Source: an optimization exercise on an open RTL-to-GDS flow (aim: small area, a short achievable clock period and few clock cycles). Production flows keep margins and buffers that such runs may drop. Where RTL was checked, it was by simulation tests only, not by an equivalence proof against the original. Power figures rest on the tool's default switching activity, not on a simulated workload.

main:
==> module frame_reader, before the edit <==
module frame_reader (
    input  wire       clk,
    input  wire       rst,
    input  wire       in_valid,
    output wire       in_ready,
    input  wire [7:0] in_data,
    output wire       out_valid,
    input  wire       out_ready,
    output wire [7:0] out_data,
    output wire       out_last,
    output wire       out_discard
);
    localparam [7:0] MAGIC0      = 8'h55;
    localparam [7:0] MAGIC1      = 8'hAA;
    localparam [7:0] MAX_PAYLOAD = 8'd57;
    localparam [2:0] S_IDLE = 3'd0,    
                     S_M1   = 3'd1,    
                     S_ID   = 3'd2,    
                     S_LS   = 3'd3,    
                     S_LEN  = 3'd4,    
                     S_BODY = 3'd5;    
    reg        in_rdy_r;
    assign in_ready = in_rdy_r;
    wire       bv = in_valid && in_rdy_r;
    wire [7:0] b  = in_data;
    reg  [7:0] ring [0:63];
    reg  [6:0] wptr;                   
    reg  [6:0] rptr;                   
    reg  [2:0] st;
    reg  [5:0] rem;                    
    reg [15:0] crc;                    
    reg        dec_v;                  
    reg        dec_bad;                
    reg  [5:0] dec_ld;                 
    reg  [5:0] dec_la;                 
    wire store = bv && (st == S_ID || st == S_LS || st == S_LEN || st == S_BODY);
    reg [15:0] crc_next;
    integer    i;
    always @* begin
        crc_next = ((st == S_LEN) ? 16'h0000 : crc) ^ {8'h00, b};
        for (i = 0; i < 8; i = i + 1) begin
            if (crc_next[0])
                crc_next = (crc_next >> 1) ^ 16'h8408;
            else
                crc_next = crc_next >> 1;
        end
    end
    always @(posedge clk) begin
        if (store)
            ring[wptr[5:0]] <= b;
    end
    reg  [6:0] q_ent [0:3];
    reg  [2:0] q_wp, q_rp;             
    wire       push      = dec_v;
    wire       push_disc = dec_bad || (crc != 16'h0000);
    wire [5:0] push_last = push_disc ? dec_ld : dec_la;
    always @(posedge clk) begin
        if (rst) begin
            st    <= S_IDLE;
            wptr  <= 7'd0;
            dec_v <= 1'b0;
        end else begin
            dec_v  <= 1'b0;
            if (push && !push_disc)
                wptr <= wptr - 7'd2;           
            else if (store)
                wptr <= wptr + 7'd1;
            if (bv) begin
                case (st)
                    S_IDLE: if (b == MAGIC0) st <= S_M1;
                    S_M1:   if (b == MAGIC1) st <= S_ID;
                            else if (b != MAGIC0) st <= S_IDLE;
                    S_ID:   st <= S_LS;
                    S_LS:   st <= S_LEN;
                    S_LEN: begin
                        rem <= b[5:0];
                        crc <= crc_next;
                        if (b > MAX_PAYLOAD) begin
                            st      <= S_IDLE;
                            dec_v   <= 1'b1;
                            dec_bad <= 1'b1;
                        end else begin
                            st <= S_BODY;
                        end
                    end
                    S_BODY: begin
                        rem <= rem - 6'd1;
                        crc <= crc_next;
                        if (rem == 6'h3F) begin
                            st      <= S_IDLE;
                            dec_v   <= 1'b1;
                            dec_bad <= 1'b0;
                        end
                    end
                    default: st <= S_IDLE;
                endcase
            end
        end
    end
    always @(posedge clk) begin
        dec_ld <= wptr[5:0];
        dec_la <= wptr[5:0] - 6'd2;
        if (push)
            q_ent[q_wp[1:0]] <= {push_disc, push_last};
        if (rst)
            q_wp <= 3'd0;
        else if (push)
            q_wp <= q_wp + 3'd1;
    end
    reg        ov;
    reg  [7:0] od;
    reg        ol;
    reg        odisc;
    reg  [7:0] h_od;
    reg        h_ol;
    reg        h_odisc;
    reg        cur_v;
    reg        cur_disc;
    reg  [5:0] cur_last;
    reg  [1:0] pre;                    
    reg  [7:0] rsel_hi;
    reg  [7:0] rsel_lo;
    assign out_valid   = ov;
    assign out_data    = od;
    assign out_last    = ol;
    assign out_discard = odisc;
    wire       have   = (q_wp != q_rp);
    wire [6:0] head   = q_ent[q_rp[1:0]];
    wire       in_pre = cur_disc && !pre[1];
    wire       b_last = !in_pre && (rptr[5:0] == cur_last);
    wire       adv    = !ov || out_ready;
    wire       load   = !cur_v || b_last;    
    reg  [7:0] rdata;
    reg  [7:0] grp;
    integer    g, k;
    always @* begin
        rdata = 8'h00;
        for (g = 0; g < 8; g = g + 1) begin
            grp = 8'h00;
            for (k = 0; k < 8; k = k + 1)
                grp = grp | (ring[8 * g + k] & {8{rsel_lo[k]}});
            rdata = rdata | (grp & {8{rsel_hi[g]}});
        end
    end
    wire [7:0] nd = in_pre ? (pre[0] ? MAGIC1 : MAGIC0) : rdata;
    always @(posedge clk) begin
        od    <= adv ? nd : ~h_od;
        ol    <= adv ? b_last : ~h_ol;
        odisc <= adv ? cur_disc : ~h_odisc;
        if (adv) begin
            h_od    <= ~nd;
            h_ol    <= ~b_last;
            h_odisc <= ~cur_disc;
            if (load) begin
                cur_disc <= head[6];
                cur_last <= head[5:0];
            end
        end
        if (rst) begin
            ov      <= 1'b0;
            cur_v   <= 1'b0;
            pre     <= 2'd0;
            rptr    <= 7'd0;
            rsel_hi <= 8'h01;
            rsel_lo <= 8'h01;
            q_rp    <= 3'd0;
        end else if (adv) begin
            ov <= cur_v;
            if (load) begin
                cur_v <= have;
                if (have)
                    q_rp <= q_rp + 3'd1;
            end
            if (cur_v) begin
                if (in_pre) begin
                    pre <= pre + 2'd1;
                end else begin
                    rptr    <= rptr + 7'd1;
                    rsel_lo <= {rsel_lo[6:0], rsel_lo[7]};
                    if (rsel_lo[7])
                        rsel_hi <= {rsel_hi[6:0], rsel_hi[7]};
                end
                if (b_last)
                    pre <= 2'd0;
            end
        end
    end
    wire [6:0] occ  = wptr - rptr;
    wire [2:0] qcnt = q_wp - q_rp;
    always @(posedge clk) begin
        if (rst)
            in_rdy_r <= 1'b1;
        else
            in_rdy_r <= (occ <= 7'd62) && (qcnt <= 3'd3);
    end
endmodule
export LEC_CHECK = 0
export CAP_MARGIN = 20
export CORE_MARGIN = 2
export CORE_UTILIZATION = 55
export CTS_CLUSTER_DIAMETER = 80
export CTS_CLUSTER_SIZE = 24
export PLACE_DENSITY = 0.7
export SETUP_SLACK_MARGIN = 3.8
export SLEW_MARGIN = 20
export TNS_END_PERCENT = 100
create_clock -name core_clock -period 6.0 [get_ports {clk}]
run.sh (not shown) runs the stock make flow with config.mk's settings and CLKGATE_MAP_FILE= SYNTH_SCRIPT=/design/flow/synth_recipe.tcl, a recipe that flattens the netlist after the stock synthesis.
Testbench counts of main, summed over its fixed seeds: cycles 32,718.
Setup changes, main to the feature branch
diff --git a/flow/design.v b/flow/design.v
--- a/flow/design.v
+++ b/flow/design.v
@@ -77,9 +77,8 @@
                         crc <= crc_next;
                         if (b > MAX_PAYLOAD) begin
                             st      <= S_IDLE;
                             dec_v   <= 1'b1;
-                            dec_bad <= 1'b1;
                         end else begin
                             st <= S_BODY;
                         end
                     end
@@ -88,19 +87,19 @@
                         crc <= crc_next;
                         if (rem == 6'h3F) begin
                             st      <= S_IDLE;
                             dec_v   <= 1'b1;
-                            dec_bad <= 1'b0;
                         end
                     end
                     default: st <= S_IDLE;
                 endcase
             end
         end
     end
     always @(posedge clk) begin
-        dec_ld <= wptr[5:0];
-        dec_la <= wptr[5:0] - 6'd2;
+        dec_bad <= (st == S_LEN);         
+        dec_ld  <= wptr[5:0];
+        dec_la  <= wptr[5:0] - 6'd2;
         if (push)
             q_ent[q_wp[1:0]] <= {push_disc, push_last};
         if (rst)
             q_wp <= 3'd0;
Results
Wire length of the feature branch exceeds that of main by a few percent. From main to the feature branch the numbers moved as follows: count of flip-flops with a built-in enable after synthesis was more or less identical; highest net fanout along the worst path -1. Compared with main, in the feature branch final standard cell area without fillers decreased by about 0.9% relative to the old numbers, cell count of the worst reg-to-reg path decreased by 1 relative to the old numbers, power decreased by 0.031 mW relative to the old numbers, height of the die closely matched the old numbers. From main to the feature branch the numbers moved as follows: aggregate global-route resource usage went up 0.68 points, worst hold margin shows a reduction of 0.018 ns, detailed-route wire length on metal 1 went up. Per the comparison of the feature branch with main, fmax about even, clock power fell about 2%.
Testbench counts of the feature branch, summed over its fixed seeds: cycles 32,718.

---

## the baseline
RTL: one of the versions met above, not the one the previous note started from.
Size: roughly 1600 cells after synthesis, about 25000 um2 of cells after synthesis.
==> module frame_reader, before the edit <==
module frame_reader (
    input  wire       clk,
    input  wire       rst,
    input  wire       in_valid,
    output wire       in_ready,
    input  wire [7:0] in_data,
    output wire       out_valid,
    input  wire       out_ready,
    output wire [7:0] out_data,
    output wire       out_last,
    output wire       out_discard
);
    localparam [7:0] MAGIC0      = 8'h55;
    localparam [7:0] MAGIC1      = 8'hAA;
    localparam [7:0] MAX_PAYLOAD = 8'd57;
    localparam [2:0] S_IDLE = 3'd0,    
                     S_M1   = 3'd1,    
                     S_ID   = 3'd2,    
                     S_LS   = 3'd3,    
                     S_LEN  = 3'd4,    
                     S_BODY = 3'd5;    
    reg        in_rdy_r;
    assign in_ready = in_rdy_r;
    wire       bv = in_valid && in_rdy_r;
    wire [7:0] b  = in_data;
    reg  [7:0] ring [0:63];
    reg  [6:0] wptr;                   
    reg  [6:0] rptr;                   
    reg  [2:0] st;
    reg  [5:0] rem;                    
    reg [15:0] crc;                    
    reg        dec_v;                  
    reg        dec_bad;                
    reg  [5:0] dec_ld;                 
    reg  [5:0] dec_la;                 
    wire store = bv && (st == S_ID || st == S_LS || st == S_LEN || st == S_BODY);
    reg [15:0] crc_next;
    integer    i;
    always @* begin
        crc_next = ((st == S_LEN) ? 16'h0000 : crc) ^ {8'h00, b};
        for (i = 0; i < 8; i = i + 1) begin
            if (crc_next[0])
                crc_next = (crc_next >> 1) ^ 16'h8408;
            else
                crc_next = crc_next >> 1;
        end
    end
    always @(posedge clk) begin
        if (store)
            ring[wptr[5:0]] <= b;
    end
    reg  [6:0] q_ent [0:3];
    reg  [2:0] q_wp, q_rp;             
    wire       push      = dec_v;
    wire       push_disc = dec_bad || (crc != 16'h0000);
    wire [5:0] push_last = push_disc ? dec_ld : dec_la;
    always @(posedge clk) begin
        if (rst) begin
            st    <= S_IDLE;
            wptr  <= 7'd0;
            dec_v <= 1'b0;
        end else begin
            dec_v  <= 1'b0;
            if (push && !push_disc)
                wptr <= wptr - 7'd2;           
            else if (store)
                wptr <= wptr + 7'd1;
            if (bv) begin
                case (st)
                    S_IDLE: if (b == MAGIC0) st <= S_M1;
                    S_M1:   if (b == MAGIC1) st <= S_ID;
                            else if (b != MAGIC0) st <= S_IDLE;
                    S_ID:   st <= S_LS;
                    S_LS:   st <= S_LEN;
                    S_LEN: begin
                        rem <= b[5:0];
                        crc <= crc_next;
                        if (b > MAX_PAYLOAD) begin
                            st      <= S_IDLE;
                            dec_v   <= 1'b1;
                        end else begin
                            st <= S_BODY;
                        end
                    end
                    S_BODY: begin
                        rem <= rem - 6'd1;
                        crc <= crc_next;
                        if (rem == 6'h3F) begin
                            st      <= S_IDLE;
                            dec_v   <= 1'b1;
                        end
                    end
                    default: st <= S_IDLE;
                endcase
            end
        end
    end
    always @(posedge clk) begin
        dec_bad <= (st == S_LEN);         
        dec_ld  <= wptr[5:0];
        dec_la  <= wptr[5:0] - 6'd2;
        if (push)
            q_ent[q_wp[1:0]] <= {push_disc, push_last};
        if (rst)
            q_wp <= 3'd0;
        else if (push)
            q_wp <= q_wp + 3'd1;
    end
    reg        ov;
    reg  [7:0] od;
    reg        ol;
    reg        odisc;
    reg  [7:0] h_od;
    reg        h_ol;
    reg        h_odisc;
    reg        cur_v;
    reg        cur_disc;
    reg  [5:0] cur_last;
    reg  [1:0] pre;                    
    reg  [7:0] rsel_hi;
    reg  [7:0] rsel_lo;
    assign out_valid   = ov;
    assign out_data    = od;
    assign out_last    = ol;
    assign out_discard = odisc;
    wire       have   = (q_wp != q_rp);
    wire [6:0] head   = q_ent[q_rp[1:0]];
    wire       in_pre = cur_disc && !pre[1];
    wire       b_last = !in_pre && (rptr[5:0] == cur_last);
    wire       adv    = !ov || out_ready;
    wire       load   = !cur_v || b_last;    
    reg  [7:0] rdata;
    reg  [7:0] grp;
    integer    g, k;
    always @* begin
        rdata = 8'h00;
        for (g = 0; g < 8; g = g + 1) begin
            grp = 8'h00;
            for (k = 0; k < 8; k = k + 1)
                grp = grp | (ring[8 * g + k] & {8{rsel_lo[k]}});
            rdata = rdata | (grp & {8{rsel_hi[g]}});
        end
    end
    wire [7:0] nd = in_pre ? (pre[0] ? MAGIC1 : MAGIC0) : rdata;
    always @(posedge clk) begin
        od    <= adv ? nd : ~h_od;
        ol    <= adv ? b_last : ~h_ol;
        odisc <= adv ? cur_disc : ~h_odisc;
        if (adv) begin
            h_od    <= ~nd;
            h_ol    <= ~b_last;
            h_odisc <= ~cur_disc;
            if (load) begin
                cur_disc <= head[6];
                cur_last <= head[5:0];
            end
        end
        if (rst) begin
            ov      <= 1'b0;
            cur_v   <= 1'b0;
            pre     <= 2'd0;
            rptr    <= 7'd0;
            rsel_hi <= 8'h01;
            rsel_lo <= 8'h01;
            q_rp    <= 3'd0;
        end else if (adv) begin
            ov <= cur_v;
            if (load) begin
                cur_v <= have;
                if (have)
                    q_rp <= q_rp + 3'd1;
            end
            if (cur_v) begin
                if (in_pre) begin
                    pre <= pre + 2'd1;
                end else begin
                    rptr    <= rptr + 7'd1;
                    rsel_lo <= {rsel_lo[6:0], rsel_lo[7]};
                    if (rsel_lo[7])
                        rsel_hi <= {rsel_hi[6:0], rsel_hi[7]};
                end
                if (b_last)
                    pre <= 2'd0;
            end
        end
    end
    wire [6:0] occ  = wptr - rptr;
    wire [2:0] qcnt = q_wp - q_rp;
    always @(posedge clk) begin
        if (rst)
            in_rdy_r <= 1'b1;
        else
            in_rdy_r <= (occ <= 7'd62) && (qcnt <= 3'd3);
    end
endmodule
make LEC_CHECK=0 CAP_MARGIN=20 CORE_MARGIN=2 CORE_UTILIZATION=50 CTS_CLUSTER_DIAMETER=70 CTS_CLUSTER_SIZE=20 PLACE_DENSITY=0.65 SETUP_SLACK_MARGIN=3.8 SLEW_MARGIN=20 TNS_END_PERCENT=100 finish   # period 6.0 ns
Testbench counts of the baseline, summed over its fixed seeds: cycles 32,718.
#### Input delta (the candidate over the baseline)
diff --git a/flow/design.v b/flow/design.v
--- a/flow/design.v
+++ b/flow/design.v
@@ -23,9 +23,10 @@
     assign in_ready = in_rdy_r;
     wire       bv = in_valid && in_rdy_r;
     wire [7:0] b  = in_data;
-    reg  [7:0] ring [0:63];
-    reg  [6:0] wptr;                   
-    reg  [6:0] rptr;                   
+    reg  [7:0] ring [0:61];
+    reg  [5:0] wptr;                   
+    reg  [5:0] rptr;                   
+    reg  [5:0] occ;                    
     reg  [2:0] st;
     reg  [5:0] rem;                    
     reg [15:0] crc;                    
@@ -33,6 +34,7 @@
     reg        dec_bad;                
     reg  [5:0] dec_ld;                 
     reg  [5:0] dec_la;                 
+    wire [5:0] wm2 = (wptr < 6'd2) ? wptr + 6'd60 : wptr - 6'd2;
     wire store = bv && (st == S_ID || st == S_LS || st == S_LEN || st == S_BODY);
     reg [15:0] crc_next;
     integer    i;
@@ -47,7 +49,7 @@
     end
     always @(posedge clk) begin
         if (store)
-            ring[wptr[5:0]] <= b;
+            ring[wptr] <= b;
     end
     reg  [6:0] q_ent [0:3];
     reg  [2:0] q_wp, q_rp;             
@@ -57,14 +59,14 @@
     always @(posedge clk) begin
         if (rst) begin
             st    <= S_IDLE;
-            wptr  <= 7'd0;
+            wptr  <= 6'd0;
             dec_v <= 1'b0;
         end else begin
             dec_v  <= 1'b0;
             if (push && !push_disc)
-                wptr <= wptr - 7'd2;           
+                wptr <= wm2;                   
             else if (store)
-                wptr <= wptr + 7'd1;
+                wptr <= (wptr == 6'd61) ? 6'd0 : wptr + 6'd1;
             if (bv) begin
                 case (st)
                     S_IDLE: if (b == MAGIC0) st <= S_M1;
@@ -97,8 +99,8 @@
     end
     always @(posedge clk) begin
         dec_bad <= (st == S_LEN);         
-        dec_ld  <= wptr[5:0];
-        dec_la  <= wptr[5:0] - 6'd2;
+        dec_ld  <= wptr;
+        dec_la  <= wm2;
         if (push)
             q_ent[q_wp[1:0]] <= {push_disc, push_last};
         if (rst)
@@ -126,7 +128,7 @@
     wire       have   = (q_wp != q_rp);
     wire [6:0] head   = q_ent[q_rp[1:0]];
     wire       in_pre = cur_disc && !pre[1];
-    wire       b_last = !in_pre && (rptr[5:0] == cur_last);
+    wire       b_last = !in_pre && (rptr == cur_last);
     wire       adv    = !ov || out_ready;
     wire       load   = !cur_v || b_last;    
     reg  [7:0] rdata;
@@ -137,7 +139,8 @@
         for (g = 0; g < 8; g = g + 1) begin
             grp = 8'h00;
             for (k = 0; k < 8; k = k + 1)
-                grp = grp | (ring[8 * g + k] & {8{rsel_lo[k]}});
+                if (8 * g + k < 62)
+                    grp = grp | (ring[8 * g + k] & {8{rsel_lo[k]}});
             rdata = rdata | (grp & {8{rsel_hi[g]}});
         end
     end
@@ -159,7 +162,7 @@
             ov      <= 1'b0;
             cur_v   <= 1'b0;
             pre     <= 2'd0;
-            rptr    <= 7'd0;
+            rptr    <= 6'd0;
             rsel_hi <= 8'h01;
             rsel_lo <= 8'h01;
             q_rp    <= 3'd0;
@@ -174,22 +177,31 @@
                 if (in_pre) begin
                     pre <= pre + 2'd1;
                 end else begin
-                    rptr    <= rptr + 7'd1;
-                    rsel_lo <= {rsel_lo[6:0], rsel_lo[7]};
-                    if (rsel_lo[7])
-                        rsel_hi <= {rsel_hi[6:0], rsel_hi[7]};
+                    if (rptr == 6'd61) begin
+                        rptr    <= 6'd0;
+                        rsel_lo <= 8'h01;
+                        rsel_hi <= 8'h01;
+                    end else begin
+                        rptr    <= rptr + 6'd1;
+                        rsel_lo <= {rsel_lo[6:0], rsel_lo[7]};
+                        if (rsel_lo[7])
+                            rsel_hi <= {rsel_hi[6:0], rsel_hi[7]};
+                    end
                 end
                 if (b_last)
                     pre <= 2'd0;
             end
         end
     end
-    wire [6:0] occ  = wptr - rptr;
+    wire       rd   = adv && cur_v && !in_pre;   
     wire [2:0] qcnt = q_wp - q_rp;
     always @(posedge clk) begin
-        if (rst)
+        if (rst) begin
+            occ      <= 6'd0;
             in_rdy_r <= 1'b1;
-        else
-            in_rdy_r <= (occ <= 7'd62) && (qcnt <= 3'd3);
+        end else begin
+            occ      <= occ + {5'd0, store} - {5'd0, rd} - ((push && !push_disc) ? 6'd2 : 6'd0);
+            in_rdy_r <= (occ <= 6'd60) && (qcnt <= 3'd3);
+        end
     end
 endmodule
### Flow results
The flow did not stop early for the candidate: all stages ran, and the layout cleared the timing, design-rule and antenna checks.
The candidate reports its worst setup path endpoint as occ[5] while the baseline reports in_ready.
Number of ordinary inverters in the final layout, the candidate and the baseline, lower one = the baseline.
Data required time of the worst path (lower): the baseline
Row TritonCTS buffer count: the candidate lower / the baseline higher
The candidate -> the baseline: power drawn by the clock network flat
Delta (the candidate minus the baseline): overall power consumption shows an increase of 3.0%; cell area up 3.0%; area of the core -about 1.8%.
Between the baseline and the candidate, final cell count decreased.
Sort the candidate and the baseline by core utilization, descending, and the candidate comes first.
NOTE: register-to-register slack in the candidate falls short of that of the baseline
Going from the baseline to the candidate, post-synthesis xor/xnor area fraction about even, share of the synthesized area in compound gates (AO/OA/AOI/OAI) picked up an extra 0.74 points.
Function not checked in the candidate: the RTL went through the layout flow alone.

-- static timing again, ports no longer ideal --
Ports are ideal in the flow. The routed layouts listed here were re-timed in OpenROAD. Step 1 (the two cells are an assumption about what drives the block):
set clk [get_ports {clk}]
set_driving_cell -lib_cell sky130_fd_sc_hd__clkbuf_16 $clk
set_driving_cell -lib_cell sky130_fd_sc_hd__buf_2 [delete_from_list [all_inputs] $clk]
Step 2 moves the port delays by t, midway between the first and last clock arrival at a register: inputs arrive t later, outputs are due t later. That takes back most of the time a late clock gives input paths. Slacks: ideal / step 1 / step 2; pairs: ideal / step 1.
run	t (ns)	setup slack, ns	clock arrival spread, ns
main	0.661	3.713 / 3.656 / 3.206	0.018 / 0.018
the feature branch	0.679	3.711 / 3.651 / 3.187	0.035 / 0.035
the baseline	0.631	3.755 / 3.694 / 3.216	0.020 / 0.021
the candidate	0.631	3.093 / 3.093 / 2.518	0.025 / 0.025
After both steps setup and hold are still met in every run listed. The setup slack of the candidate, which loses most, moves by 0.000 ns with the drivers and by -0.575 ns with both steps.
